This is an optimization exercise on Yosys and OpenROAD, whose aim is small area, a short achievable clock period and few clock cycles, not a production implementation. RTL that was checked went through simulation tests only; none was proved equivalent to the original. No functional check of the RTL was part of run 7. Power and IR drop assume default switching activity.

### design/flow/design.v
module cinepak_yuv_sum (
    input  wire [7:0]  y,
    input  wire [7:0]  u,       
    input  wire [7:0]  v,       
    input  wire [8:0]  nw,      
    output wire [9:0]  r_sum,
    output wire [9:0]  g_sum,
    output wire [9:0]  b_sum
);
    wire [9:0] ys = {2'b00, y};
    cinepak_add10 u_ar (.a(ys), .b({v[7], v, 1'b0}), .ci(1'b0), .s(r_sum));
    cinepak_add10 u_ab (.a(ys), .b({u[7], u, 1'b0}), .ci(1'b0), .s(b_sum));
    cinepak_add10 u_ag (.a(ys), .b({nw[8], nw}),     .ci(1'b1), .s(g_sum));
endmodule
module cinepak_yuv_pack (
    input  wire [9:0]  r_sum,
    input  wire [9:0]  g_sum,
    input  wire [9:0]  b_sum,
    input  wire [3:0]  f,
    output wire [23:0] pix
);
    wire [7:0] r = r_sum[9] ? 8'd0 : (r_sum[8] ? 8'd255 : r_sum[7:0]);
    wire [7:0] g = g_sum[9] ? 8'd0 : (g_sum[8] ? 8'd255 : g_sum[7:0]);
    wire [7:0] b = b_sum[9] ? 8'd0 : (b_sum[8] ? 8'd255 : b_sum[7:0]);
    assign pix = ({24{f[0]}} & {8'd0, r[7:3], g[7:2], b[7:3]})
               | ({24{f[1]}} & {10'd0, r[7:3], g[7:3], b[7:4]})
               | ({24{f[2]}} & {r, g, b})
               | ({24{f[3]}} & {16'd0, b});
endmodule
module cinepak_add10 (
    input  wire [9:0] a,
    input  wire [9:0] b,
    input  wire       ci,
    output wire [9:0] s
);
    wire [9:0] g = a & b;
    wire [9:0] p = a ^ b;
    wire [9:0] gl [0:4];
    wire [9:0] pl [0:4];
    assign gl[0] = {g[9:1], g[0] | (p[0] & ci)};
    assign pl[0] = p;
    genvar k, i;
    generate
        for (k = 0; k < 4; k = k + 1) begin : lvl
            for (i = 0; i < 10; i = i + 1) begin : bit_
                if ((i >> k) & 1) begin : merge
                    assign gl[k+1][i] = gl[k][i] | (pl[k][i] & gl[k][((i >> k) << k) - 1]);
                    assign pl[k+1][i] = pl[k][i] & pl[k][((i >> k) << k) - 1];
                end else begin : pass
                    assign gl[k+1][i] = gl[k][i];
                    assign pl[k+1][i] = pl[k][i];
                end
            end
        end
    endgenerate
    assign s = p ^ {gl[4][8:0], ci};
endmodule
module cinepak_cb_loader (
    input  wire        clk,
    input  wire        rst,
    input  wire        in_valid,
    output wire        in_ready,
    input  wire [7:0]  in_data,
    input  wire [1:0]  fmt,
    output reg         out_valid,
    input  wire        out_ready,
    output reg         out_v1,
    output reg  [7:0]  out_index,
    output reg  [95:0] out_pix
);
    localparam M_HDR  = 2'd0;    
    localparam M_CB   = 2'd1;    
    localparam M_SKIP = 2'd2;    
    reg  [1:0]  mode;
    reg  [1:0]  hcnt;             
    reg  [23:0] rem;              
    reg         cb_is;            
    reg         cb_sparse;
    reg         cb_v1;
    reg         cb_short;
    reg  [1:0]  cb_fmt;
    reg         fresh;            
    reg  [5:0]  fo;               
    reg         is_ent;           
    reg  [31:0] mask;             
    reg  [3:0]  grp;              
    reg  [7:0]  cur_idx;          
    reg         cur_v1;
    reg  [7:0]  s2idx;            
    reg         s2v1;             
    reg  [7:0]  q0, q1, q2, q3;
    reg  [2:0]  qn;               
    reg  [7:0]  su, sv;
    reg  [8:0]  nw;               
    reg  [3:0]  conv_f;           
    reg  [2:0]  rdy;              
    reg  [1:0]  pc;               
    reg         s2v;              
    reg  [1:0]  s2pc;             
    reg  [9:0]  s2r, s2g, s2b;    
    reg         in_rdy;
    assign in_ready = in_rdy;
    wire take = in_valid && in_rdy;
    reg  last;                    
    reg  fits4;                   
    reg  fits6;                   
    wire fitsn = cb_short ? fits4 : fits6;
    wire rem_hi0 = (rem[23:8] == 16'd0);
    reg  [23:0] rem_dec;
    integer d;
    always @* begin
        for (d = 0; d < 24; d = d + 1)
            rem_dec[d] = rem[d] ^ ((rem & ((24'd1 << d) - 24'd1)) == 24'd0);
    end
    reg         mask_zero;
    wire        done      = mask_zero && grp[3];
    wire        need_flag = mask_zero && cb_sparse;
    reg  [4:0] lead;
    integer l;
    always @* begin
        lead = 5'd0;
        for (l = 0; l < 32; l = l + 1)
            if (mask[l]) lead = 31 - l;
    end
    wire [2:0] grp_m1   = grp[2:0] - 3'd1;
    wire [7:0] next_idx = mask_zero ? {grp[2:0], 5'd0} : {grp_m1, lead};
    reg  [31:0] clr;
    integer c;
    always @* begin
        for (c = 0; c < 32; c = c + 1)
            clr[c] = (cur_idx[4:0] == 31 - c);
    end
    wire in_cb    = (mode == M_CB);
    wire fs       = in_cb && fo[0];
    wire fs_ent   = fs && !done && !need_flag && fitsn;
    wire fs_flag  = fs && !done && need_flag && fits4;
    wire fs_skip  = fs && !fs_ent && !fs_flag;
    wire mid_ent  = in_cb && !fo[0] && is_ent;
    wire mid_flag = in_cb && !fo[0] && !is_ent;
    wire ent_end  = mid_ent && (cb_short ? fo[3] : fo[5]);
    wire y_byte   = fs_ent || (mid_ent && !fo[4] && !fo[5]);
    wire hdr_end  = take && (mode == M_HDR) && (hcnt == 2'd3);
    wire no_pay = rem_hi0 && (in_data <= 8'd4);
    wire out_free = !out_valid || out_ready;
    wire s2_move  = s2v && ((s2pc != 2'd0) || out_free);
    wire conv     = (rdy != 3'd0) && (!s2v || s2_move);
    wire y_in     = take && y_byte;
    wire y_rdy    = y_in && cb_short;
    wire ent_in   = take && !cb_short && ent_end;
    wire [2:0] rdy_up = rdy + 3'd1;
    wire [2:0] rdy_dn = rdy - 3'd1;
    wire [2:0] qn_up  = qn + 3'd1;
    wire [2:0] qn_dn  = qn - 3'd1;
    wire [2:0] rdy_n = ent_in ? 3'd4 :
                       (y_rdy && !conv) ? rdy_up :
                       (!y_rdy && conv) ? rdy_dn : rdy;
    wire [2:0] qn_n  = (y_in && !conv) ? qn_up :
                       (!y_in && conv) ? qn_dn : qn;
    wire [1:0] pc_n  = pc + {1'b0, conv};
    wire       s2v_n  = conv || (s2v && !s2_move);
    wire [1:0] s2pc_n = conv ? pc : s2pc;
    wire out_valid_n = (out_valid && !out_ready) || (s2_move && s2pc == 2'd3);
    wire [2:0] wp    = conv ? qn_dn : qn;
    wire fresh_n     = hdr_end ? (!no_pay && cb_is) : (take ? 1'b0 : fresh);
    wire sure_n   = !s2v_n || (s2pc_n != 2'd0) || !out_valid_n;
    wire rdy_nz_n = (rdy_n != 3'd0);
    always @(posedge clk) begin
        if (rst) begin
            mode   <= M_HDR;
            hcnt   <= 2'd0;
            fo     <= 6'd1;
            fresh  <= 1'b0;
            rdy    <= 3'd0;
            qn     <= 3'd0;
            pc     <= 2'd0;
            s2v    <= 1'b0;
            in_rdy <= 1'b1;
            out_valid <= 1'b0;
        end else begin
            rdy    <= rdy_n;
            qn     <= qn_n;
            pc     <= pc_n;
            s2v    <= s2v_n;
            fresh  <= fresh_n;
            out_valid <= out_valid_n;
            in_rdy <= !((qn_n == 3'd4) && rdy_nz_n && !sure_n) &&
                      !(fresh_n && (qn_n != 3'd0));
            if (take) begin
                case (mode)
                M_HDR: begin
                    hcnt <= hcnt + 2'd1;
                    if (hcnt == 2'd3) begin
                        fo   <= 6'd1;
                        if (no_pay)
                            mode <= M_HDR;
                        else if (cb_is)
                            mode <= M_CB;
                        else
                            mode <= M_SKIP;
                    end
                end
                default: begin
                    if (last) begin
                        mode <= M_HDR;
                        hcnt <= 2'd0;
                    end else if (fs_skip) begin
                        mode <= M_SKIP;
                    end
                    if (fs_flag || fs_ent)
                        fo   <= 6'd2;
                    if (mid_flag || mid_ent)
                        fo   <= ((mid_flag && fo[3]) || ent_end) ? 6'd1 : {fo[4:0], 1'b0};
                end
                endcase
            end
        end
    end
    always @(posedge clk) begin
        if (hdr_end)
            mask_zero <= 1'b1;
        else if (in_rdy && mid_flag && fo[3])
            mask_zero <= (mask[31:8] == 24'd0) && (in_data == 8'd0);
        else
            mask_zero <= (mask == 32'd0);
        if (hdr_end) begin
            grp  <= 4'd0;
            mask <= 32'd0;
        end
        if (take && mode != M_HDR) begin
            rem   <= rem_dec;
            last  <= (rem == 24'd6);
            fits4 <= !rem_hi0 || (rem[7:0] >= 8'd9);
            fits6 <= !rem_hi0 || (rem[7:0] >= 8'd11);
        end
        if (hdr_end) begin
            last  <= rem_hi0 && (in_data == 8'd5);
            fits4 <= !rem_hi0 || (in_data >= 8'd8);
            fits6 <= !rem_hi0 || (in_data >= 8'd10);
        end
        if (take && fs_flag) begin
            mask[31:24] <= in_data;
            grp    <= grp + 4'd1;
            is_ent <= 1'b0;
        end
        if (take && fs_ent) begin
            if (mask_zero) begin
                mask <= 32'hffffffff;
                grp  <= grp + 4'd1;
            end
            conv_f  <= 4'b0001 << cb_fmt;
            cur_idx <= next_idx;
            cur_v1  <= cb_v1;
            is_ent  <= 1'b1;
            if (cb_short || cb_fmt == 2'd3) begin
                su <= 8'd0;
                sv <= 8'd0;
                nw <= 9'h1ff;
            end
        end
        if (in_rdy) begin
            if (mode == M_HDR) begin
                case (hcnt)
                    2'd0: begin
                        cb_is     <= (in_data[7:3] == 5'b00100);
                        cb_sparse <= in_data[0];
                        cb_v1     <= in_data[1];
                        cb_short  <= in_data[2];
                        cb_fmt    <= fmt;
                    end
                    2'd1: rem[23:16] <= in_data;
                    2'd2: rem[15:8]  <= in_data;
                    default: rem[7:0] <= in_data;
                endcase
            end
            if (mid_ent) begin
                if (fo[4] && cb_fmt != 2'd3) su <= in_data;
                if (fo[5] && cb_fmt != 2'd3) begin
                    sv <= in_data;
                    nw <= ~w_sum[8:0];
                end
                if (fo[1])
                    mask <= mask & ~clr;
            end
            if (mid_flag) begin
                if (fo[1]) mask[23:16] <= in_data;
                if (fo[2]) mask[15:8]  <= in_data;
                if (fo[3]) mask[7:0]   <= in_data;
            end
        end
    end
    wire wr = in_rdy && y_byte;
    wire [9:0] w_sum;
    cinepak_add10 u_aw (.a({{3{su[7]}}, su[7:1]}), .b({{2{in_data[7]}}, in_data}), .ci(1'b0), .s(w_sum));
    always @(posedge clk) begin
        if (conv) begin
            q0 <= q1;
            q1 <= q2;
            q2 <= q3;
        end
        if (wr) begin
            case (wp[1:0])
                2'd0: q0 <= in_data;
                2'd1: q1 <= in_data;
                2'd2: q2 <= in_data;
                default: q3 <= in_data;
            endcase
        end
    end
    wire [9:0] r_sum, g_sum, b_sum;
    cinepak_yuv_sum u_sum (.y(q0), .u(su), .v(sv), .nw(nw),
                           .r_sum(r_sum), .g_sum(g_sum), .b_sum(b_sum));
    always @(posedge clk) begin
        if (conv) begin
            s2pc <= pc;
            if (pc == 2'd0) begin
                s2idx <= cur_idx;
                s2v1  <= cur_v1;
            end
            s2r  <= r_sum;
            s2g  <= g_sum;
            s2b  <= b_sum;
        end
    end
    wire [23:0] pix;
    cinepak_yuv_pack u_pack (.r_sum(s2r), .g_sum(s2g), .b_sum(s2b), .f(conv_f), .pix(pix));
    always @(posedge clk) begin
        if (s2_move) begin
            case (s2pc)
                2'd0: begin
                    out_pix[23:0] <= pix;
                    out_v1        <= s2v1;
                    out_index     <= s2idx;
                end
                2'd1: out_pix[47:24] <= pix;
                2'd2: out_pix[71:48] <= pix;
                default: out_pix[95:72] <= pix;
            endcase
        end
    end
endmodule
### design/flow/flow/run.sh
#!/bin/bash
# Standard ORFS layout, with small port buffers instead of delay cells and
# free cell sizing during timing repair.
bash standard.sh BUFFER_PORTS_ARGS="-buffer_cell sky130_fd_sc_hd__buf_1" MATCH_CELL_FOOTPRINT=0 finish > standard.log 2>&1
### design/flow/standard.sh
#!/bin/bash
# synth_recipe.tcl (not shown) runs the flow's synth.tcl, then flattens the netlist and writes it again
# the make line also repeats each setting of config.mk as NAME=value (left out here)
make -C /OpenROAD-flow-scripts/flow DESIGN_CONFIG=/design/flow/config.mk WORK_HOME=/design/flow/orfs CLKGATE_MAP_FILE= SYNTH_SCRIPT=/design/flow/synth_recipe.tcl "${@:-finish}"
### design/flow/config.mk
export PLATFORM = sky130hd
export DESIGN_NAME = cinepak_cb_loader
export DESIGN_NICKNAME = cinepak_cb_loader
export VERILOG_FILES = /design/flow/design.v
export SDC_FILE = /design/flow/constraint.sdc
export NUM_CORES = 4
export LEC_CHECK = 0
export CAP_MARGIN = 20
export CORE_MARGIN = 2
export CORE_UTILIZATION = 40
export CTS_CLUSTER_DIAMETER = 70
export CTS_CLUSTER_SIZE = 33
export PLACE_DENSITY = 0.6
export SETUP_SLACK_MARGIN = 3
export SLEW_MARGIN = 20
export TNS_END_PERCENT = 0
### design/flow/constraint.sdc
create_clock -name core_clock -period 5.0 [get_ports {clk}]
set_input_delay 1.0000 -clock core_clock [delete_from_list [all_inputs] [get_ports {clk}]]
set_output_delay 1.0000 -clock core_clock [all_outputs]
set_load 0.01 [all_outputs]
==> results.txt, run 1 <==
- EDFF count, synth: roughly 170
- Root Buffer: clkbuf_16
- Placed inst area: 14500 sq um
- Design area: ~16000 sq um
- Leakage: approximately 0.0057 uW
- Synth unique cells: 79
- Worst slew pin tran: 740 ps
- Startpoint type of the worst setup path: flop
- Skew final: 22.0 ps
- Status: finished clean
- DPL Wire Length: between 20 and 25 mm
- Worst hold path startpoint: cur_v1$_DFFE_PP_
- Synthesized area: ~14000 sq um
- CTS sink count: between 300 and 400
- DRC errors left: 0
- Synthesized area per cell: approximately 11 sq um
- Crit path buffers/inverters: 3
- Max-Cap Viols: 0
- Placed Instances: approximately 1800
- Via Count: between 9000 and 10000
- Top_reg_cell synth: edfxtp_1
- CP arrival: between 2000 and 3000 ps
- # nets final: 1420
- Required time worst endpoint: 5420 ps
- Clock buffer depth: 3
- Final setup TNS: 0 ps
- CTS tree: done
- Top cell family by delay on the critical path: compound AO/OA/AOI/OAI gates
- Core area: 33500 sq um
- Placement Setup Slack: between 1000 and 1500 ps
- Max frequency: between 400 and 500 MHz
- FP Rows: 67
- Antenna cells: 0
- WL/cell: ~17 um
- Crit. End Element: flop
- GP Congestion: between 0.8 and 0.9
- Initial DRC count: about 730
- VDD IR max: between 0.2 and 0.3 mV
- Tmin final: 2400 ps
- Pwr Density: 512 nW/um^2
- Cts bufs inserted: 22
- # setup viols final: 0
- Pre-Repair DR Iteration Count: 5
- Chip width: between 150 and 200 um
- Share of layout cells above drive strength 1: 8.97%
- Htree depth: 1
- Endpoints failing hold: 0
- Ys Warns: 2
- Syn nets: 1312
- Post-synth ARST share: 0%
- Register area share after synthesis: around three fifths
- Gr usage total: approximately 17%
- Initial Util: between 40 and 50%
- Gate Count Post-Synth: between 1000 and 1500
- Die area: between 30000 and 40000 sq um
- Worst Setup SP: q0[0]$_DFF_P_
- Clock Latency Late Sink: between 500 and 600 ps
- HP Class: flop to flop
- Final Max Tran Viols: 0
- Fin crit share: 48.1%
- Final setup margin: between 2000 and 3000 ps
- Drt via density: 5.24
- Wire length of the first global-routing pass: 48.6 mm
- Cts hold-fix bufs: 0
- WS Path Type: flop to flop
- Cells along the critical path: inv_4, ha_4, inv_2, fa_2, a21o_1, a21o_1, a21o_1, a21oi_2, nor2b_2, o21a_1, nor2_1, ha_1, inv_1
- RSZ-0062 raised after global routing: true
- # IOs: 121
- CP max FO: 2
- Overflow after GRT: 0
- Largest stage delay on the critical path: between 300 and 400 ps
- Cell Count, Final, Fillers Out: 1808
- Slowest stage cell, crit path: fa_2
- Initial antenna violation count: 0
- Pin count of the biggest net entering global routing: 58
- Tot Pwr: a little under 8000 uW
- #FFs+latches synth: between 300 and 400
- Normalized max-slew margin: approximately half
- Cell mode on critical path: a21o_1
- R2R Path Start: q0[0]$_DFF_P_
- Port Buffers: between 100 and 150
- Remaining antenna violation count: 0
- Die Span Y: 188 um
- Synthesis-to-layout area growth: 14.2%
- Clock transition at the registers of the reported paths: approximately 100 ps
- Final WL: between 30 and 40 mm
- Number of global-route vias before repair: 8973
[state kept, by name (all words and copies together) (netlist names), 9 cells and up]
register,count
s2r,10
s2g,10
rem,24
mask,32
s2b,9
nw,9
out_pix,96
[worst reg2reg max path, cell delays in order, from the launching register on]
cell,delay (ps)
dfxtp_2,340
inv_4,70
ha_4,130
inv_2,30
fa_2,350
a21o_1,190
a21o_1,170
a21o_1,170
a21oi_2,170
nor2b_2,60
o21a_1,200
nor2_1,120
ha_1,240
inv_1,50
[area by class of cell]
cell class,count,area (sq um)
tap,448,561
clock inverter,17,280
timing repair buffer,143,636
fill,3115,18000
multi-input combinational,822,5390
sequential,308,7900
inverter,47,184
clock buffer,23,576
[metrics by stage]
| stage | hold slack (ps) | utilization (%) |
|---|---|---|
| floorplan | 400 | - |
| CTS | 409 | 46.2 |
| global route | 407 | 46.3 |
| detailed placement | 407 | 43.2 |
| global placement | 403 | 43.2 |
| finish | 411 | 46.3 |
[path summary, 6_finish.rpt]
kind	end	slack (ps)	cells after the start
hold reg to reg	s2v1$_DFFE_PP_	410	0
setup reg to reg	s2g[8]$_DFFE_PP_	2600	13
hold / removal	s2v1$_DFFE_PP_	410	0
setup / recovery	s2g[8]$_DFFE_PP_	2600	13
[routing by layer]
metal / vias to the layer above / wire, um / global-route usage [%] / share of wire (%)
met5: - / 0 / 0 / 0
li1: 4698 / - / - / -
met3: 55 / 1680 / 2.78 / 5.5
met4: 0 / 838 / 5.11 / 2.8
met2: 252 / 13900 / 28.1 / 46
met1: 4466 / 14000 / 23.1 / 46
[power by group]
part	switching [uW]	total (uW)	internal [uW]
clock network	1060	2050	997
logic	1180	1990	807
registers	415	3910	3500
[kinds of logic after synthesis]
group	count (synthesis)	synth area share, %
simple gates	395	13.7
flops	308	58.1
compound gates	295	13.8
buf+inv	106	3.28
fa+ha+maj	64	6.40
xor+xnor	38	2.45
mux	30	2.23
[cells in the final DEF (no fill, tap or decap), types with 24 or more instances in the layout]
cell type  instances
nor2_1           115
nand2_1          134
nor3_1            27
buf_1            120
o21ai_0          100
edfxtp_1         173
nand3_1           24
dfxtp_1          130
ha_1              51
a21oi_1           66
mux2i_1           28
inv_1             43
[repair_timing]
action,in CTS,in global routing
pin swaps,2,9
gates resized for setup,33,11
endpoints found under the setup margin,314,291
setup buffers,5,1
[cell usage after synthesis, types with 3 or more instances]
master | number | area, sq um
o31ai_1 | 3 | 22.5
nor2b_1 | 12 | 75.1
buf_2 | 9 | 45.0
o21bai_1 | 3 | 22.5
and3_1 | 13 | 81.3
nand2_1 | 134 | 503
fa_1 | 10 | 200
a211oi_1 | 11 | 82.6
o21ai_0 | 101 | 505
xor2_1 | 15 | 131
a22oi_1 | 3 | 22.5
mux2i_1 | 28 | 280
edfxtp_1 | 173 | 5190
nor2_1 | 122 | 458
buf_6 | 5 | 56.3
o22ai_1 | 9 | 56.3
or2_2 | 6 | 37.5
clkbuf_1 | 44 | 165
nor3_1 | 29 | 145
ha_1 | 52 | 651
nor4_1 | 10 | 62.6
nand3b_1 | 3 | 22.5
a21oi_1 | 68 | 340
nand3_1 | 26 | 130
or3_1 | 3 | 18.8
xnor2_1 | 23 | 201
o211ai_1 | 10 | 75.1
o221ai_1 | 10 | 87.6
a221oi_1 | 13 | 114
a22o_1 | 15 | 131
nor3b_1 | 7 | 52.6
o21a_1 | 7 | 52.6
a21o_1 | 13 | 97.6
inv_1 | 47 | 176
nand2b_1 | 9 | 56.3
dfxtp_1 | 135 | 2700
Testbench counts, summed over its fixed seeds: cycles 73,511.
==> run 2, diff against run 1 <==
--- a/design/flow/config.mk
+++ b/design/flow/config.mk
@@ -8,8 +8,8 @@
 export CAP_MARGIN = 20
 export CORE_MARGIN = 2
 export CORE_UTILIZATION = 40
-export CTS_CLUSTER_DIAMETER = 70
-export CTS_CLUSTER_SIZE = 33
+export CTS_CLUSTER_DIAMETER = 75
+export CTS_CLUSTER_SIZE = 50
 export PLACE_DENSITY = 0.6
 export SETUP_SLACK_MARGIN = 3
 export SLEW_MARGIN = 20
==> run 2 against run 1 <==
Effect of this change: largest cell class unchanged; clock power decreased by 12%; count of clock-buffer cells in the layout decreased by 3; sequential share of layout area increased by 0.61 points; register-to-register slack improved by 20 ps; die area unchanged; largest power group unchanged; still clean; critical path type is now input port to flop.
==> results.txt, run 2 <==
- Overflow after GRT: 0
- Synthesis-to-layout area growth: 12.8%
- Max-Cap Viols: 0
- Synthesized area per cell: between 10 and 15 sq um
- XOR/XNOR share of the synthesized area: under 10%
- EDFF count, synth: around 170
- Required time worst endpoint: approximately 5500 ps
- WL/cell: ~17 um
- Via Count: 9359
- GRT met1 Usage: 23.1%
- Crit. End Element: flop
- Register area share after synthesis: about three fifths
- # nets final: between 1000 and 1500
- Tmin final: around 2400 ps
- Root Buffer: clkbuf_16
- Synth top area share: 38.2%
- Drt via density: about 5.2
- Share of layout cells above drive strength 1: ~8.4%
- Largest cells by area after synthesis: edfxtp_1 38%, dfxtp_1 20%, ha_1 4.8%, o21ai_0 3.7%, nand2_1 3.7%
- Initial antenna violation count: 0
- Endpoints failing hold: 0
- Max reg flops: 96
- GP Congestion: 0.851
- Final setup TNS: 0 ps
- Max frequency: approximately 420 MHz
- Skew final: between 15 and 20 ps
- Top cell family by delay on the critical path: adder cells
- Post-Synth Simple-Gate Area: a little over an eighth
- Met3 Resource Use GR: under 10%
- CP arrival: 2850 ps
- Final Max Tran Viols: 0
- Cells along the critical path: buf_1, buf_4, ha_1, fa_2, a21o_1, a21o_1, fa_2, xor2_1, a21oi_1
- Pwr Density: roughly 500 nW/um^2
- Status: finished clean
- Compound-Gate Fraction of Synth Area: between 10% and 20%
- Slowest stage cell, crit path: fa_2
- Met2 usage: 28.4%
- Top_reg_cell synth: edfxtp_1
- # IOs: 121
- Filler Cell Count: approximately 3100
- Largest stage delay on the critical path: about 350 ps
- DRC errors left: 0
- Die area: between 30000 and 40000 sq um
- VDD IR max: 0.286 mV
- HP Class: flop to flop
- FP Rows: 67
- Normalized max-slew margin: around half
- Multiplexer area fraction after synthesis: under 10%
- CTS tree: done
- Post-synth ARST share: 0%
- Worst slew pin tran: between 700 and 800 ps
- Largest family of logic cells by synthesized area: compound AO/OA/AOI/OAI gates
- Flip-flop and latch area: 7900 sq um
- Initial DRC count: 763
- Crit path buffers/inverters: 2
- CP max FO: 15
- Post-synth top area cell: edfxtp_1
- Min Hold Slack: between 400 and 500 ps
- WS Path Type: input port to flop
- Clock Latency Late Sink: about 530 ps
- Pin count of the biggest net entering global routing: 58
- Ys Warns: 2
- Port Buffers: 120
- Regs by FF count: out_pix x96, mask x32, rem x24
- Tot Pwr: slightly below 8000 uW
- Most common cell after layout, fill and taps aside: edfxtp_1
- Die Span Y: approximately 190 um
- Leakage: between 0.005 and 0.006 uW
- Pre-Repair DR Iteration Count: 6
- Wire length of the first global-routing pass: ~50 mm
- Htree depth: 1
- Chip width: roughly 190 um
- Gr usage total: 17.0%
- Syn nets: approximately 1300
- Remaining antenna violation count: 0
- Synthesized area: 13600 sq um
- Antenna cells: 0
- Multi-input gate area: roughly 5400 sq um
- # setup viols final: 0
- Clock buffer depth: 3
- DPL Wire Length: around 21 mm
- Number of global-route vias before repair: ~9000
- Cts bufs inserted: 20
- Fin crit share: between 40% and 50%
- CTS sink count: 308
- Final WL: 30.4 mm
- Most frequent cell after synthesis: edfxtp_1
- Global-route layer with the greatest usage: met2
- #FFs+latches synth: slightly above 300
- Adder-Cell Fraction of Synth Area: under 10%
- Most flops, register: out_pix
- RSZ-0062 raised after global routing: true
- Clock transition at the registers of the reported paths: 100 ps
- Gate Count Post-Synth: 1236
- Core area: between 30000 and 40000 sq um
- Most frequent cells in the layout: 173 x edfxtp_1, 134 x nand2_1, 130 x dfxtp_1, 120 x buf_1, 115 x nor2_1
- Startpoint type of the worst setup path: input port
- Top cells by count, synth: 173 x edfxtp_1, 135 x dfxtp_1, 134 x nand2_1
- Initial Util: between 40% and 50%
- Synth unique cells: between 70 and 80
run 2: cell counts after synthesis:
No cell type changed its count.
run 2: timing repair:
| action | 4_1_cts | 5_1_grt |
|---|---|---|
| buffers inserted | 4 | 1 |
| hold buffers | 0 | 0 |
| gates resized for setup | 31 | 4 |
| pin swaps | 1 | 1 |
| setup endpoints to repair | 314 | 294 |
run 2: cell families (layout without fill, tap and decap cells):
kind of cell	after synthesis	after routing
DFF	308	308
buffers and inverters	106	225
adders and majority gates	64	64
AOI/OAI and AO/OA	295	295
muxes	30	30
xor gates and xnor gates	38	38
and+or+nand+nor	395	395
run 2: stage by stage:
step	cell area, sq um	std cells	utilization [%]	worst slack [ps]
after floorplan	13600	1236	-	2480
after global placement	14500	1762	43.2	1490
after detailed placement	14500	1762	43.2	1430
after CTS	15300	1802	45.7	2640
after global routing	15300	1803	45.8	2490
final	15300	1803	45.8	2620
run 2: worst paths after layout:
check / start / end / slack (ps) / cells past startpoint
setup / recovery: in_data[0] / nw[5]$_DFF_P_ / 2620 / 9
hold / removal: s2idx[3]$_DFFE_PP_ / out_index[3]$_DFFE_PP_ / 410 / 0
setup reg to reg: nw[0]$_DFF_P_ / s2g[8]$_DFFE_PP_ / 2620 / 13
hold reg to reg: s2idx[3]$_DFFE_PP_ / out_index[3]$_DFFE_PP_ / 410 / 0
run 2: cell type report:
| class | count | share of cell area (%) |
|---|---|---|
| clock buffers | 20 | 3.26 |
| multi-input cells | 822 | 35.0 |
| inverters | 47 | 1.18 |
| clock inverters | 16 | 1.35 |
| repair buffers | 142 | 4.09 |
| well taps | 448 | 3.65 |
| flip-flops and latches | 308 | 51.5 |
run 2: where the power goes:
| part | switching (uW) | internal, uW | total (uW) |
|---|---|---|---|
| clock network | 982 | 816 | 1800 |
| logic | 1180 | 800 | 1980 |
| registers | 416 | 3500 | 3920 |
run 2: layer usage:
| metal | vias to the layer above | wire length, um |
|---|---|---|
| met5 | - | 0 |
| met4 | 0 | 773 |
| met3 | 49 | 1460 |
| met2 | 233 | 14100 |
| met1 | 4391 | 14100 |
| li1 | 4686 | - |
==> run 3, diff against run 2 <==
--- a/design/flow/config.mk
+++ b/design/flow/config.mk
@@ -9,7 +9,8 @@
 export CORE_MARGIN = 2
 export CORE_UTILIZATION = 40
 export CTS_CLUSTER_DIAMETER = 75
-export CTS_CLUSTER_SIZE = 50
+export CTS_CLUSTER_SIZE = 36
+export GPL_TIMING_DRIVEN = 0
 export PLACE_DENSITY = 0.6
 export SETUP_SLACK_MARGIN = 3
 export SLEW_MARGIN = 20
==> run 3 against run 2 <==
Effect of this change: still clean on timing, DRC and antenna; worst setup slack gained 17 ps; combinational power rose by 9%; clock skew increased by 11 ps; worst hold slack better by 13 ps; first-iteration DRC count shrank 10%; utilization rose by 1.1 points; critical path depth did not move; total power grew 3.4%; sequential power shrank 1%.
==> results.txt, run 3 <==
- WL/cell: 18.0 um
- Syn nets: approximately 1300
- Gate Count Post-Synth: roughly 1200
- Port Buffers: 120
- Filler Cell Count: approximately 3100
- GP Congestion: between 0.8 and 0.9
- Required time worst endpoint: ~5400 ps
- Worst slew pin tran: about 950 ps
- Die Span Y: approximately 190 um
- EDFF count, synth: between 150 and 200
- Top cells by count, synth: 173 x edfxtp_1, 135 x dfxtp_1, 134 x nand2_1
- Top cell family by delay on the critical path: compound AO/OA/AOI/OAI gates
- Antenna cells: 0
- # setup viols final: 0
- Most common cell after layout, fill and taps aside: edfxtp_1
- Most frequent cells in the layout: 173 x edfxtp_1, 134 x nand2_1, 131 x dfxtp_1, 118 x buf_1, 116 x nor2_1
- #FFs+latches synth: ~310
- Synthesis-to-layout area growth: 15.5%
- Chip width: roughly 190 um
- Overflow after GRT: 0
- Clock transition at the registers of the reported paths: ~100 ps
- Max reg flops: 96
- Crit path buffers/inverters: 1
- Max frequency: between 400 and 500 MHz
- Pin count of the biggest net entering global routing: 36
- Synth top area share: a little under two fifths
- Tmin final: roughly 2400 ps
- Final setup TNS: 0 ps
- Slowest stage cell, crit path: buf_1
- Leakage: 0.00580 uW
- Fin crit share: between 40% and 50%
- Status: finished clean
- CTS tree: done
- Register area share after synthesis: just under 60%
- DPL Wire Length: 23.5 mm
- Crit. End Element: flop
- Endpoints failing hold: 0
- Synthesized area: 13600 sq um
- Remaining antenna violation count: 0
- Gr usage total: 18.5%
- Via Count: between 9000 and 10000
- # nets final: 1466
- Min Hold Slack: 426 ps
- RSZ-0062 raised after global routing: true
- Core area: approximately 34000 sq um
- Cts hold-fix bufs: 0
- Largest cells by area after synthesis: edfxtp_1 38%, dfxtp_1 20%, ha_1 4.8%, o21ai_0 3.7%, nand2_1 3.7%
- Synthesized area per cell: approximately 11 sq um
- Synth unique cells: 79
- Post-synth top area cell: edfxtp_1
- Initial antenna violation count: 0
- Skew final: between 30 and 40 ps
- Post-synth ARST share: 0%
- Share of layout cells above drive strength 1: under 10%
- Cells along the critical path: buf_1, ha_1, a21o_1, a21o_1, a21oi_1, o21ai_1, nor2_1, mux2_2, a21oi_1
- Root Buffer: clkbuf_16
- Htree depth: 1
- Number of global-route vias before repair: around 9300
- CP max FO: 8
- Startpoint type of the worst setup path: input port
- Clock buffer depth: 3
- # IOs: 121
- HP Class: flop to flop
- CP arrival: ~2800 ps
- Ys Warns: 2
- Cts bufs inserted: 20
- Final Max Tran Viols: 0
- FP Rows: 67
- Regs by FF count: out_pix x96, mask x32, rem x24
- Initial Util: between 40% and 50%
- Clock Latency Late Sink: about 540 ps
- Largest stage delay on the critical path: approximately 440 ps
- Drt via density: 5.30
- Most frequent cell after synthesis: edfxtp_1
- Pre-Repair DR Iteration Count: 5
- WS Path Type: input port to flop
- CTS sink count: 308
- Most flops, register: out_pix
- Initial DRC count: ~700
- DRC errors left: 0
- Pwr Density: 506 nW/um^2
- Wire length of the first global-routing pass: 51.8 mm
- Normalized max-slew margin: a little over a third
- Final WL: about 33 mm
- Die area: approximately 35000 sq um
- VDD IR max: 0.332 mV
- Max-Cap Viols: 0
- Top_reg_cell synth: edfxtp_1
-- run 3: cell count changes in the layout (fill, tap and decap cells not counted), sizes merged --
cell / delta
clkbuf: +49
clkinvlp: +2
inv: -3
buf: +1
-- run 3: per-stage QoR --
stage / power, uW / setup slack [ps] / cell area (sq um) / instances / util [%]
global placement: 5900 / 1320 / 14600 / 1804 / 43.7
finish: 7950 / 2630 / 15700 / 1852 / 46.8
floorplan: 5290 / 2480 / 13600 / 1236 / -
global route: 8450 / 2510 / 15700 / 1852 / 46.8
CTS: 8030 / 2670 / 15700 / 1852 / 46.8
detailed placement: 5990 / 1830 / 14700 / 1807 / 43.9
-- run 3: routing by layer --
layer | GRT usage, % | vias up | share of wire [%]
met5 | 0 | - | 0
met4 | 5.23 | 0 | 2.9
met3 | 2.66 | 54 | 5.2
met2 | 31.7 | 287 | 47
met1 | 24.4 | 4695 | 45
li1 | - | 4783 | -
-- run 3: cells by family (layout without fill, tap and decap cells) --
kind of cell	after synthesis	count (layout)	synth area share, %
flip-flops	308	308	58.1
buffers and inverters	106	274	3.28
adder cells (fa/ha/maj)	64	64	6.40
XOR/XNOR	38	38	2.45
multiplexers	30	30	2.23
AO/OA/AOI/OAI	295	295	13.8
AND/OR/NAND/NOR	395	395	13.7
-- run 3: final timing paths --
check / to / start / cells after the start / slack, ps
hold / removal: s2v1$_DFFE_PP_ / cur_v1$_DFFE_PP_ / 0 / 430
setup / recovery: nw[8]$_DFF_P_ / in_data[2] / 9 / 2630
hold reg to reg: s2v1$_DFFE_PP_ / cur_v1$_DFFE_PP_ / 0 / 430
setup reg to reg: s2g[8]$_DFFE_PP_ / q0[0]$_DFF_P_ / 13 / 2660
-- run 3: cell type report --
| type | count | area [sq um] | area share [%] |
|---|---|---|---|
| plain buffers | 59 | 307 | 1.95 |
| clock buffers | 21 | 526 | 3.35 |
| clock inverters | 15 | 272 | 1.73 |
| inverters | 47 | 176 | 1.12 |
| multi-input cells | 822 | 5370 | 34.2 |
| flip-flops and latches | 308 | 7910 | 50.3 |
| well taps | 448 | 561 | 3.57 |
| repair buffers | 132 | 594 | 3.78 |
-- run 3: repair_timing --
item	4_1_cts	5_1_grt
resized for setup	45	5
buffers inserted	8	0
gates cloned	1	0
pin swaps	4	0
endpoints found under the setup margin	289	310
-- run 3: report_power, final --
group          switching, uW  internal (uW)
Clock                   1040            873
Combinational           1280            871
Sequential               387           3500
==> run 4, diff against run 3 <==
--- a/design/flow/config.mk
+++ b/design/flow/config.mk
@@ -10,7 +10,6 @@
 export CORE_UTILIZATION = 40
 export CTS_CLUSTER_DIAMETER = 75
 export CTS_CLUSTER_SIZE = 36
-export GPL_TIMING_DRIVEN = 0
 export PLACE_DENSITY = 0.6
 export SETUP_SLACK_MARGIN = 3
 export SLEW_MARGIN = 20
==> run 4 against run 3 <==
Effect of this change: critical path depth unchanged; utilization decreased by 1.1 points; register-to-register slack lost 40 ps; clock power decreased by 6%; sequential cell count is the same; synthesized cell count is the same; non-clock buffer count decreased by 49; first-iteration DRC count increased by 12%; total power decreased by 3.2%; sequential power up 1%; count of clock-buffer cells in the layout is 1 lower; maximum frequency fell by 0.70%; critical path type unchanged; largest cell class unchanged.
==> results.txt, run 4 <==
- CTS sink count: 308
- Startpoint type of the worst setup path: input port
- Synth unique cells: 79
- Pin count of the biggest net entering global routing: 58
- Overflow after GRT: 0
- Fin crit share: between 40% and 50%
- Final setup margin: 2620 ps
- Pwr Density: roughly 500 nW/um^2
- # setup viols final: 0
- Chip width: 188 um
- Most frequent cells in the layout: 173 x edfxtp_1, 134 x nand2_1, 130 x dfxtp_1, 120 x buf_1, 115 x nor2_1
- Most flops, register: out_pix
- Port Buffers: 120
- Cts hold-fix bufs: 0
- RSZ-0062 raised after global routing: true
- GP Congestion: between 0.8 and 0.9
- Normalized max-slew margin: approximately 50%
- Tmin final: around 2400 ps
- Cts bufs inserted: 20
- CP max FO: 15
- Die Span Y: roughly 190 um
- Core area: 33500 sq um
- Number of global-route vias before repair: approximately 9000
- Cell Count, Final, Fillers Out: 1803
- Top cells by count, synth: 173 x edfxtp_1, 135 x dfxtp_1, 134 x nand2_1
- Design area: 15300 sq um
- Initial antenna violation count: 0
- Initial Util: about two fifths
- Final Max Tran Viols: 0
- FP Rows: 67
- Filler Cell Count: roughly 3100
- Synthesized area: about 14000 sq um
- Gate Count Post-Synth: about 1200
- Max frequency: 420 MHz
- HP Class: flop to flop
- Post-synth ARST share: 0%
- Placed inst area: roughly 14000 sq um
- CP arrival: 2850 ps
- # IOs: roughly 120
- Remaining antenna violation count: 0
- EDFF count, synth: 173
- Gr usage total: roughly 17%
- Die area: 35500 sq um
- Max reg flops: 96
- Regs by FF count: out_pix x96, mask x32, rem x24
- Synthesized area per cell: roughly 11 sq um
- Root Buffer: clkbuf_16
- DRC errors left: 0
- Tot Pwr: a little under 8000 uW
- Crit. End Element: flop
- Leakage: roughly 0.0056 uW
- Antenna cells: 0
- Placed Instances: approximately 1800
- Synth top area share: roughly two fifths
- Most common cell after layout, fill and taps aside: edfxtp_1
- Share of layout cells above drive strength 1: 8.41%
- Synthesis-to-layout area growth: 12.8%
- DPL Wire Length: between 20 and 25 mm
- Max-Cap Viols: 0
- Htree depth: 1
- Most frequent cell after synthesis: edfxtp_1
- Endpoints failing hold: 0
- Final setup TNS: 0 ps
- WL/cell: 16.9 um
- Register area share after synthesis: between 50% and 60%
- #FFs+latches synth: between 300 and 400
- CTS tree: done
- Clock Latency Late Sink: about 530 ps
- Pre-Repair DR Iteration Count: 6
- Clock buffer depth: 3
- Ys Warns: 2
- Required time worst endpoint: between 5000 and 6000 ps
- Worst slew pin tran: about 750 ps
- Largest cells by area after synthesis: edfxtp_1 38%, dfxtp_1 20%, ha_1 4.8%, o21ai_0 3.7%, nand2_1 3.7%
- Top_reg_cell synth: edfxtp_1
- # nets final: ~1400
- Via Count: between 9000 and 10000
- Wire length of the first global-routing pass: just under 50 mm
- VDD IR max: between 0.2 and 0.3 mV
- WS Path Type: input port to flop
- Clock transition at the registers of the reported paths: 100 ps
- Post-synth top area cell: edfxtp_1
- Final WL: roughly 30 mm
- Placement Setup Slack: 1430 ps
- Initial DRC count: between 700 and 800
- Status: finished clean
- Drt via density: around 5.2
- Skew final: about 19 ps
- Syn nets: 1312
-- run 4: final cells by class --
type	instances	area [sq um]	area share, %
Sequential cell	308	7900	51.5
Multi-Input combinational cell	822	5370	35.0
Timing Repair Buffer	142	628	4.09
Tap cell	448	561	3.65
Clock buffer	20	500	3.26
Clock inverter	16	206	1.35
Inverter	47	181	1.18
-- run 4: final timing paths --
| path | to | from | slack, ps | cells after the start |
|---|---|---|---|---|
| max reg2reg | s2g[8]$_DFFE_PP_ | nw[0]$_DFF_P_ | 2620 | 13 |
| min | out_index[3]$_DFFE_PP_ | s2idx[3]$_DFFE_PP_ | 410 | 0 |
| min reg2reg | out_index[3]$_DFFE_PP_ | s2idx[3]$_DFFE_PP_ | 410 | 0 |
| max | nw[5]$_DFF_P_ | in_data[0] | 2620 | 9 |
-- run 4: layer usage --
metal / routed length [um] / GRT usage [%]
met4: 773 / 4.78
met3: 1460 / 2.55
met1: 14100 / 23.1
met5: 0 / 0
met2: 14100 / 28.4
-- run 4: kinds of logic (layout without fill, tap and decap cells) --
| kind of cell | count (synthesis) | after routing | share of synthesized area [%] |
|---|---|---|---|
| AOI/OAI and AO/OA | 295 | 295 | 13.8 |
| buffers and inverters | 106 | 225 | 3.28 |
| adders and majority gates | 64 | 64 | 6.40 |
| DFF | 308 | 308 | 58.1 |
| muxes | 30 | 30 | 2.23 |
| xor gates and xnor gates | 38 | 38 | 2.45 |
| and+or+nand+nor | 395 | 395 | 13.7 |
-- run 4: what timing repair did --
action,in CTS,in global routing
pin swaps,1,1
endpoints found under the setup margin,314,294
hold endpoints to repair,0,0
resized for setup,31,4
gates cloned,0,0
setup buffers,4,1
-- run 4: worst max-delay path, stage by stage --
cell and delay, ps:
buf_1 70, buf_4 200, ha_1 230, fa_2 340
a21o_1 160, a21o_1 200, fa_2 350, xor2_1 160
a21oi_1 130
-- run 4: through the flow --
stage / hold WS [ps] / utilization (%)
finish: 413 / 45.8
global placement: 403 / 43.2
global route: 430 / 45.8
detailed placement: 407 / 43.2
floorplan: 400 / -
CTS: 414 / 45.7
-- run 4: power breakdown --
| part | switching [uW] | total, uW | internal [uW] |
|---|---|---|---|
| sequential | 416 | 3920 | 3500 |
| clock | 982 | 1800 | 816 |
| combinational | 1180 | 1980 | 800 |
| total | 2580 | 7690 | 5120 |
==> run 5, diff against run 4 <==
--- a/design/flow/config.mk
+++ b/design/flow/config.mk
@@ -8,8 +8,9 @@
 export CAP_MARGIN = 20
 export CORE_MARGIN = 2
 export CORE_UTILIZATION = 40
-export CTS_CLUSTER_DIAMETER = 75
-export CTS_CLUSTER_SIZE = 36
+export CTS_BUF_LIST = sky130_fd_sc_hd__clkbuf_8 sky130_fd_sc_hd__clkbuf_16
+export CTS_CLUSTER_DIAMETER = 60
+export CTS_CLUSTER_SIZE = 24
 export PLACE_DENSITY = 0.6
 export SETUP_SLACK_MARGIN = 3
 export SLEW_MARGIN = 20
==> run 5 against run 4 <==
Effect of this change: sequential cell count unchanged; worst setup slack better by 28 ps; combinational power about the same; global-route usage up 0.18 points; die area unchanged; cell count up 1.1%; clock skew down 2.6 ps; synthesized cell count unchanged; total power up 6.6%; cell area up 2.6%; critical endpoint is now s2g[8]$_DFFE_PP_.
==> results.txt, run 5 <==
- Status: finished clean
- # setup viols final: 0
- Synthesis-to-layout area growth: 15.8%
- Number of global-route vias before repair: slightly above 9000
- Synthesized area per cell: roughly 11 sq um
- # IOs: ~120
- Skew final: around 17 ps
- Hold Crit Depth: 0
- Regs by FF count: out_pix x96, mask x32, rem x24
- Required time worst endpoint: around 5500 ps
- Worst R2R Path Depth: 13
- Antenna cells: 0
- Top cells by count, synth: 173 x edfxtp_1, 135 x dfxtp_1, 134 x nand2_1
- Endpoints failing hold: 0
- EDFF count, synth: 173
- Clock transition at the registers of the reported paths: about 80 ps
- Htree depth: 1
- Root Buffer: clkbuf_16
- Largest family of logic cells by synthesized area: compound AO/OA/AOI/OAI gates
- Final setup TNS: 0 ps
- Pin count of the biggest net entering global routing: slightly below 60
- Synthesized area: between 10000 and 15000 sq um
- Via Count: about 9500
- DRC errors left: 0
- Max-Cap Viols: 0
- Placed Instances: ~1800
- Crit. End Element: flop
- Adder-Cell Fraction of Synth Area: under 10%
- GP Congestion: approximately 0.85
- Pre-Repair DR Iteration Count: 5
- Die area: roughly 35000 sq um
- Initial DRC count: around 700
- Post-synth top area cell: edfxtp_1
- CTS tree: done
- Post-synth ARST share: 0%
- Multiplexer area fraction after synthesis: approximately 2.2%
- Gr usage total: between 15 and 20%
- WL/cell: 16.8 um
- Worst slew pin tran: between 700 and 800 ps
- Post-Synth Simple-Gate Area: a little over an eighth
- Synth top area share: 38.2%
- FP Rows: 67
- Register area share after synthesis: slightly below 60%
- Gate Count Post-Synth: 1236
- Compound-Gate Fraction of Synth Area: 13.8%
- Top_reg_cell synth: edfxtp_1
- Placed inst area: approximately 14000 sq um
- Tot Pwr: between 8000 and 9000 uW
- Wire length of the first global-routing pass: approximately 49 mm
- Max frequency: approximately 420 MHz
- DPL Wire Length: 20.9 mm
- Ys Warns: 2
- Clock buffer depth: 3
- Final WL: 30.6 mm
- Synth unique cells: slightly below 80
- Design area: 15700 sq um
- Max reg flops: between 90 and 100
- Cell Count, Final, Fillers Out: ~1800
- VDD IR max: 0.330 mV
- WS Path Type: flop to flop
- Min Hold Slack: between 400 and 500 ps
- Syn nets: between 1000 and 1500
- Cts bufs inserted: 27
- #FFs+latches synth: around 310
- RSZ-0062 raised after global routing: true
- Initial antenna violation count: 0
- Share of layout cells above drive strength 1: 10.3%
- Most frequent cell after synthesis: edfxtp_1
- Core area: around 34000 sq um
- Overflow after GRT: 0
- Most frequent cells in the layout: 173 x edfxtp_1, 134 x nand2_1, 129 x dfxtp_1, 120 x buf_1, 115 x nor2_1
- Remaining antenna violation count: 0
- Port Buffers: 120
- Fin crit share: a little under half
- Drt via density: 5.22
- Tmin final: approximately 2400 ps
- Largest cells by area after synthesis: edfxtp_1 38%, dfxtp_1 20%, ha_1 4.8%, o21ai_0 3.7%, nand2_1 3.7%
- CTS sink count: a little over 300
- Pwr Density: 521 nW/um^2
- Normalized max-slew margin: between 40% and 50%
- Clock Latency Late Sink: between 500 and 600 ps
- Initial Util: 40.6%
- Most flops, register: out_pix
- CP arrival: 2800 ps
- Final Max Tran Viols: 0
- Die Span Y: 188 um
- HP Class: flop to flop
- # nets final: about 1400
- Cts hold-fix bufs: 0
- Startpoint type of the worst setup path: flop
- CP max FO: 2
- Leakage: ~0.0058 uW
- Most common cell after layout, fill and taps aside: edfxtp_1
- XOR/XNOR share of the synthesized area: around 2.4%
- Chip width: 188 um
==> run 5: report_power, final <==
group	switching, uW	internal [uW]
sequential	418	3500
combinational	1180	819
clock	1160	1120
total	2760	5440
==> run 5: kinds of logic after synthesis <==
kind of cell,count (synthesis)
buffers and inverters,106
and+or+nand+nor,395
DFF,308
muxes,30
xor gates and xnor gates,38
AOI/OAI and AO/OA,295
adders and majority gates,64
==> run 5: area by class of cell <==
type / count / area, sq um
Clock buffer: 27 / 676
Clock inverter: 22 / 343
Fill cell: 3098 / 17800
Inverter: 47 / 181
Multi-Input combinational cell: 822 / 5400
Sequential cell: 308 / 7910
Tap cell: 448 / 561
Timing Repair Buffer: 149 / 681
==> run 5: path summary, 6_finish.rpt <==
| path | from | endpoint | slack (ps) |
|---|---|---|---|
| setup / recovery | q0[0]$_DFF_P_ | s2g[8]$_DFFE_PP_ | 2650 |
| hold reg to reg | cur_v1$_DFFE_PP_ | s2v1$_DFFE_PP_ | 420 |
| setup reg to reg | q0[0]$_DFF_P_ | s2g[8]$_DFFE_PP_ | 2650 |
| hold / removal | cur_v1$_DFFE_PP_ | s2v1$_DFFE_PP_ | 420 |
==> run 5: timing repair <==
item,in CTS,in global routing
resized for setup,33,12
setup endpoints to repair,314,293
pin swaps,8,9
setup buffers,7,5
==> run 5: metal layers <==
metal / up-vias / wire length, um / GRT usage (%)
li1: 4731 / - / -
met1: 4492 / 13900 / 23.3
met2: 249 / 14100 / 28.6
met3: 50 / 1790 / 3.15
met4: 0 / 753 / 4.51
met5: - / 0 / 0
==> run 5: stage by stage <==
stage | utilization, % | worst slack, ps
global placement | 43.2 | 1490
finish | 47.0 | 2650
global route | 47.0 | 2530
floorplan | - | 2480
CTS | 46.7 | 2640
detailed placement | 43.2 | 1430
==> run 5: critical path: stages, from the launching register on <==
cell and delay [ps]:
dfxtp_2 330, inv_2 70, ha_4 120, inv_2 30, fa_2 330, a21o_1 160, a21o_1 190, a21o_1 190
a21oi_2 170, nor2b_2 60, o21a_1 180, nor2_1 100, ha_1 240, inv_1 50
==> run 6, diff against run 5 <==
--- a/design/flow/config.mk
+++ b/design/flow/config.mk
@@ -8,8 +8,8 @@
 export CAP_MARGIN = 20
 export CORE_MARGIN = 2
 export CORE_UTILIZATION = 40
-export CTS_BUF_LIST = sky130_fd_sc_hd__clkbuf_8 sky130_fd_sc_hd__clkbuf_16
-export CTS_CLUSTER_DIAMETER = 60
+export CTS_BUF_LIST = sky130_fd_sc_hd__clkbuf_8
+export CTS_CLUSTER_DIAMETER = 50
 export CTS_CLUSTER_SIZE = 24
 export PLACE_DENSITY = 0.6
 export SETUP_SLACK_MARGIN = 3
==> run 6 against run 5 <==
Effect of this change: count of clock-buffer cells in the layout grew 9; sequential power is essentially flat; synthesized cell count unchanged; combinational power about the same; first-iteration DRC count grew 0.43%; largest power group unchanged; highest routed layer unchanged.
==> results.txt, run 6 <==
- Drt via density: roughly 5.2
- Synthesized area: 13600 sq um
- Pwr Density: 509 nW/um^2
- Ys Warns: 2
- WL/cell: roughly 17 um
- Core area: between 30000 and 40000 sq um
- CP arrival: around 2800 ps
- Crit. End Element: flop
- Placement Setup Slack: approximately 1400 ps
- Share of layout cells above drive strength 1: between 10 and 15%
- RR Endpoint: s2g[8]$_DFFE_PP_
- Hold Crit Depth: 0
- #FFs+latches synth: about 310
- Root Buffer: clkbuf_8
- Startpoint type of the worst setup path: flop
- Clock Latency Late Sink: around 570 ps
- CTS sink count: 308
- Most common cell after layout, fill and taps aside: edfxtp_1
- Worst hold path startpoint: s2v1$_DFFE_PP_
- Synth unique cells: 79
- VDD IR max: 0.257 mV
- GP Congestion: ~0.85
- Synth top area share: 38.2%
- Register area share after synthesis: approximately three fifths
- DPL Wire Length: between 20 and 25 mm
- # nets final: roughly 1400
- Hold Path End: out_v1$_DFFE_PP_
- Worst R2R Path Depth: 13
- CP max FO: 2
- Clock transition at the registers of the reported paths: approximately 90 ps
- Cts bufs inserted: 35
- Gr usage total: 17.2%
- Initial DRC count: between 600 and 700
- Endpoints failing hold: 0
- Final setup margin: 2670 ps
- R2R Path Start: nw[0]$_DFF_P_
- Max reg flops: 96
- Tmin final: ~2300 ps
- Clock buffer depth: 3
- WS Path Type: flop to flop
- Most frequent cells in the layout: 173 x edfxtp_1, 134 x nand2_1, 129 x dfxtp_1, 120 x buf_1, 115 x nor2_1
- CTS tree: done
- Max frequency: 428 MHz
- Placed inst area: around 14000 sq um
- Synthesis-to-layout area growth: 14.8%
- Die Span Y: between 150 and 200 um
- Syn nets: ~1300
- Overflow after GRT: 0
- Regs by FF count: out_pix x96, mask x32, rem x24
- Most frequent cell after synthesis: edfxtp_1
- Top cells by count, synth: 173 x edfxtp_1, 135 x dfxtp_1, 134 x nand2_1
- # IOs: 121
- Number of global-route vias before repair: 9104
- Most flops, register: out_pix
- Gate Count Post-Synth: about 1200
- Status: finished clean
- Worst slew pin tran: 749 ps
- DRC errors left: 0
- Final setup TNS: 0 ps
- Synthesized area per cell: 11.0 sq um
- Skew final: 30.2 ps
- Max-Cap Viols: 0
- Chip width: around 190 um
- Final WL: a little over 30 mm
- Normalized max-slew margin: about half
- Initial Util: about two fifths
- R2R setup slack: between 2000 and 3000 ps
- Via Count: 9523
- Cell Count, Final, Fillers Out: roughly 1800
- RSZ-0062 raised after global routing: true
- Remaining antenna violation count: 0
- Wire length of the first global-routing pass: approximately 49 mm
- Die area: between 30000 and 40000 sq um
- Final Max Tran Viols: 0
- EDFF count, synth: 173
- Required time worst endpoint: 5440 ps
- Pre-Repair DR Iteration Count: 5
- Fin crit share: 46.7%
- Leakage: around 0.0058 uW
- FP Rows: 67
- Antenna cells: 0
- Port Buffers: 120
- Pin count of the biggest net entering global routing: slightly below 60
- Htree depth: 2
- HP Class: flop to flop
- # setup viols final: 0
- Largest cells by area after synthesis: edfxtp_1 38%, dfxtp_1 20%, ha_1 4.8%, o21ai_0 3.7%, nand2_1 3.7%
- Post-synth ARST share: 0%
- Post-synth top area cell: edfxtp_1
- Top_reg_cell synth: edfxtp_1
- Placed Instances: approximately 1800
- Design area: between 15000 and 20000 sq um
- Initial antenna violation count: 0
[run 6: cell counts after synthesis]
No cell type changed its count.
[run 6: what timing repair did]
item / 4_1_cts / 5_1_grt
endpoints found under the setup margin: 315 / 290
gates resized for setup: 35 / 14
pin swaps: 8 / 10
endpoints found under the hold margin: 0 / 0
hold buffers: 0 / 0
setup buffers: 10 / 1
[run 6: cell type report]
cell class | count | area [sq um]
clock buffers | 36 | 495
clock inverters | 28 | 387
fillers | 3134 | 17900
inverters | 47 | 181
multi-input cells | 822 | 5410
flip-flops and latches | 308 | 7910
well taps | 448 | 561
repair buffers | 148 | 677
[run 6: per-stage QoR]
step | utilization [%] | hold WS (ps) | total power, uW
floorplan | - | 400 | 5290
finish | 46.6 | 431 | 7950
global route | 46.6 | 442 | 8480
detailed placement | 43.2 | 407 | 5890
CTS | 46.4 | 431 | 8030
global placement | 43.2 | 403 | 5840
[run 6: cells by family after synthesis]
group | share of synthesized area (%)
adder cells (fa/ha/maj) | 6.40
AND/OR/NAND/NOR | 13.7
buffers and inverters | 3.28
AO/OA/AOI/OAI | 13.8
multiplexers | 2.23
flip-flops | 58.1
XOR/XNOR | 2.45
[run 6: routing by layer]
layer | share of wire [%] | global-route usage [%] | wire length, um
met5 | 0 | 0 | 0
met4 | 2.7 | 5.71 | 843
met3 | 6.0 | 3.26 | 1850
met2 | 46 | 28.2 | 14000
met1 | 45 | 23.1 | 13900
[run 6: worst max-delay path by stage]
stage	start	endpoint	slack [ps]	cells past startpoint
2_1_floorplan	in_data[0]	nw[4]$_DFF_P_	2480	6
3_3_place_gp	out_ready	q0[1]$_DFF_P_	1490	8
3_5_place_dp	out_ready	q0[6]$_DFF_P_	1430	8
4_1_cts	q0[0]$_DFF_P_	s2g[8]$_DFFE_PP_	2650	13
5_1_grt	q0[0]$_DFF_P_	s2g[8]$_DFFE_PP_	2550	13
6_report	nw[0]$_DFF_P_	s2g[8]$_DFFE_PP_	2670	13
[run 6: critical path: stages, from the launching register on]
cell	delay (ps)
dfxtp_1	320
inv_2	80
ha_4	130
inv_2	30
fa_2	330
a21o_1	160
a21o_1	190
a21o_1	190
a21oi_2	150
nor2b_1	70
o21a_1	180
nor2_1	90
ha_1	240
inv_1	50
[run 6: where the power goes]
part | switching [uW] | internal [uW]
Combinational | 1190 | 817
Sequential | 416 | 3500
Clock | 1120 | 908
==> run 7, diff against run 6 <==
--- a/design/flow/design.v
+++ b/design/flow/design.v
@@ -43,9 +43,9 @@
     generate
         for (k = 0; k < 4; k = k + 1) begin : lvl
             for (i = 0; i < 10; i = i + 1) begin : bit_
-                if ((i >> k) & 1) begin : merge
-                    assign gl[k+1][i] = gl[k][i] | (pl[k][i] & gl[k][((i >> k) << k) - 1]);
-                    assign pl[k+1][i] = pl[k][i] & pl[k][((i >> k) << k) - 1];
+                if (i >= (1 << k)) begin : merge
+                    assign gl[k+1][i] = gl[k][i] | (pl[k][i] & gl[k][i - (1 << k)]);
+                    assign pl[k+1][i] = pl[k][i] & pl[k][i - (1 << k)];
                 end else begin : pass
                     assign gl[k+1][i] = gl[k][i];
                     assign pl[k+1][i] = pl[k][i];
--- a/design/flow/config.mk
+++ b/design/flow/config.mk
@@ -8,9 +8,8 @@
 export CAP_MARGIN = 20
 export CORE_MARGIN = 2
 export CORE_UTILIZATION = 40
-export CTS_BUF_LIST = sky130_fd_sc_hd__clkbuf_8
-export CTS_CLUSTER_DIAMETER = 50
-export CTS_CLUSTER_SIZE = 24
+export CTS_CLUSTER_DIAMETER = 75
+export CTS_CLUSTER_SIZE = 36
 export PLACE_DENSITY = 0.6
 export SETUP_SLACK_MARGIN = 3
 export SLEW_MARGIN = 20
==> run 7 against run 6 <==
Effect of this change: still clean; clock power down 6%; non-clock buffer count rose by 18; clock skew up 0.87 ps; critical path depth down 4; total power is 1.2% higher; largest power group unchanged.
==> results.txt, run 7 <==
- Pin count of the biggest net entering global routing: slightly above 40
- Cts bufs inserted: 20
- #FFs+latches synth: roughly 310
- CTS tree: done
- Die area: approximately 36000 sq um
- Regs by FF count: out_pix x96, mask x32, rem x24
- Required time worst endpoint: between 5000 and 6000 ps
- Most flops, register: out_pix
- Reg power frac: around 50%
- Worst slew pin tran: approximately 1100 ps
- Initial antenna violation count: 0
- Clock Latency Late Sink: about 540 ps
- Overflow after GRT: 0
- Top cells by count, synth: 173 x edfxtp_1, 149 x nand2_1, 135 x dfxtp_1
- Synthesized area per cell: ~11 sq um
- Final WL: 32.6 mm
- Placement Setup Slack: roughly 1200 ps
- Synthesis-to-layout area growth: 15.8%
- DPL Wire Length: around 22 mm
- Pre-Repair DR Iteration Count: 5
- Gr usage total: 17.8%
- Number of global-route vias before repair: roughly 9600
- Cell Count, Final, Fillers Out: ~1900
- Placed inst area: approximately 15000 sq um
- Max reg flops: 96
- Tmin final: 2330 ps
- Crit. End Element: flop
- VDD IR max: ~0.29 mV
- Clock share of power: between 20% and 30%
- Share of layout cells above drive strength 1: 10.8%
- FP Rows: 68
- Drt via density: ~5.3
- Skew final: roughly 31 ps
- Ys Warns: 2
- Internal: 5330 uW
- Most common cell after layout, fill and taps aside: edfxtp_1
- Remaining antenna violation count: 0
- Filler Cell Count: 3182
- Startpoint type of the worst setup path: flop
- # IOs: ~120
- Net load switching power: 2720 uW
- CP max FO: 4
- Initial Util: roughly 40%
- Status: finished clean
- Via Count: 10100
- Cells along the critical path: inv_4, ha_4, nor3b_4, nand3_2, or4_4, or3_4, nor3_4, xnor2_1, o21ai_1
- Largest stage delay on the critical path: 500 ps
- DRC errors left: 0
- Max-Cap Viols: 0
- Design area: around 16000 sq um
- Final setup margin: 2670 ps
- GP Congestion: slightly below 0.9
- Leakage: around 0.0059 uW
- # setup viols final: 0
- CP arrival: 2730 ps
- Clock transition at the registers of the reported paths: about 110 ps
- Post-synth ARST share: 0%
- Multi-input gate area: ~5700 sq um
- Root Buffer: clkbuf_16
- WL/cell: approximately 17 um
- Die Span Y: between 150 and 200 um
- Most frequent cells in the layout: 173 x edfxtp_1, 147 x nand2_1, 125 x dfxtp_1, 117 x buf_1
- Normalized max-slew margin: 25.2%
- Gate Count Post-Synth: about 1300
- Top_reg_cell synth: edfxtp_1
- Register area share after synthesis: 57.2%
- Max frequency: between 400 and 500 MHz
- Htree depth: 1
- Flip-flop and latch area: slightly below 8000 sq um
- Synth top area share: a little under two fifths
- Switching Fraction: between 30% and 40%
- Chip width: between 150 and 200 um
- Logic pwr share: a little over a quarter
- Pwr Density: about 500 nW/um^2
- Fin crit share: between 40% and 50%
- RSZ-0062 raised after global routing: true
- Antenna cells: 0
- Post-synth top area cell: edfxtp_1
- Synthesized area: 13800 sq um
- Largest cells by area after synthesis: edfxtp_1 38%, dfxtp_1 20%, ha_1 4.6%, nand2_1 4.1%, o21ai_0 4.0%
- Port Buffers: 120
- HP Class: flop to flop
- Core area: roughly 34000 sq um
- Initial DRC count: a little over 600
- Crit path buffers/inverters: 1
- Top cell family by delay on the critical path: simple AND/OR/NAND/NOR gates
- Slowest stage cell, crit path: or4_4
- Final Max Tran Viols: 0
- Clock buffer depth: 3
- EDFF count, synth: about 170
- Synth unique cells: 69
- WS Path Type: flop to flop
- Util after Layout: 46.6%
- Final setup TNS: 0 ps
- Most frequent cell after synthesis: edfxtp_1
- # nets final: 1493
- Placed Instances: approximately 1800
- CTS sink count: 308
- Syn nets: 1366
- Cts hold-fix bufs: 0
- Wire length of the first global-routing pass: ~51 mm
- Endpoints failing hold: 0
[run 7: metal layers]
metal	part of all wire [%]	GRT usage, %	wire length [um]
met1	44	23.3	14400
met5	0	0	0
met3	5.9	2.53	1920
met2	47	30.6	15400
met4	2.8	5.28	922
[run 7: final timing paths]
check                  start  slack [ps]  cells past startpoint          endpoint
min          cb_v1$_DFFE_PP_         400                      0  cur_v1$_DFFE_PP_
min reg2reg  cb_v1$_DFFE_PP_         400                      0  cur_v1$_DFFE_PP_
max           rem[0]$_DFF_P_        2670                      9   rem[22]$_DFF_P_
max reg2reg   rem[0]$_DFF_P_        2670                      9   rem[22]$_DFF_P_
[run 7: repair_timing]
item,4_1_cts,5_1_grt
resized for setup,53,24
setup buffers,10,18
setup endpoints to repair,315,258
cloned,1,1
pin swaps,9,18
[run 7: cell type report]
type | count | share of cell area [%]
inverter | 54 | 1.32
clock inverter | 15 | 1.54
sequential | 308 | 49.5
clock buffer | 21 | 3.29
timing repair buffer | 166 | 5.26
tap | 455 | 3.56
multi-input combinational | 874 | 35.5
[run 7: cells by family (layout without fill, tap and decap cells)]
| group | count (synthesis) | in the layout | synth area share, % |
|---|---|---|---|
| XOR/XNOR | 50 | 50 | 3.17 |
| multiplexers | 27 | 27 | 2.05 |
| flip-flops | 308 | 308 | 57.2 |
| AO/OA/AOI/OAI | 320 | 321 | 14.5 |
| adder cells (fa/ha/maj) | 55 | 55 | 5.20 |
| buffers and inverters | 117 | 256 | 3.27 |
| AND/OR/NAND/NOR | 420 | 421 | 14.6 |
[run 7: stage by stage]
stage                     hold WS, ps  power (uW)
after floorplan                   400        5350
after global placement            404        5910
after detailed placement          405        5980
after CTS                         399        8030
after global routing              417        8550
final                             401        8050
[run 7: power by group through the flow]
stage / logic [uW] / clock network (uW) / registers, uW
CTS: 2130 / 1970 / 3920
finish: 2200 / 1910 / 3930
global placement: 1950 / 0 / 3970
detailed placement: 2000 / 0 / 3980
global route: 2490 / 2060 / 4000
floorplan: 1460 / 0 / 3900

what the ideal ports hide:
In the flow no input, the clock included, has a driving cell. The finished layouts below were timed again as built, in two steps. Step 1, drivers: a clkbuf_16 drives clk and a buf_2 each remaining input, both assumed. Step 2, shift: input delay + t, output delay - t, t = (earliest + latest rising clock arrival at the registers) / 2. This alone moves slack from input paths to output paths. Three values: ideal, step 1, step 2; two values: the first two.
| run | t, ns | slack for setup (ns) | hold slack, ns | worst setup path at the end | cell pins on the clock port's net |
|---|---|---|---|---|---|
| run 1 | 0.573 | 2.596 / 2.596 / 2.091 | 0.411 / 0.411 / 0.411 | input to register | 1 |
| run 2 | 0.569 | 2.617 / 2.623 / 2.070 | 0.413 / 0.413 / 0.413 | input to register | 1 |
| run 3 | 0.575 | 2.634 / 2.655 / 2.080 | 0.426 / 0.426 / 0.426 | input to register | 1 |
| run 4 | 0.569 | 2.617 / 2.623 / 2.070 | 0.413 / 0.413 / 0.413 | input to register | 1 |
| run 5 | 0.601 | 2.645 / 2.645 / 2.073 | 0.419 / 0.419 / 0.419 | input to register | 1 |
| run 6 | 0.593 | 2.666 / 2.666 / 2.104 | 0.431 / 0.431 / 0.431 | input to register | 1 |
| run 7 | 0.571 | 2.666 / 2.666 / 2.095 | 0.401 / 0.401 / 0.401 | input to register | 1 |
After both steps setup and hold are still met in every run listed. The setup slack of run 5, which loses most, moves by 0.000 ns with the drivers and by -0.572 ns with both steps.
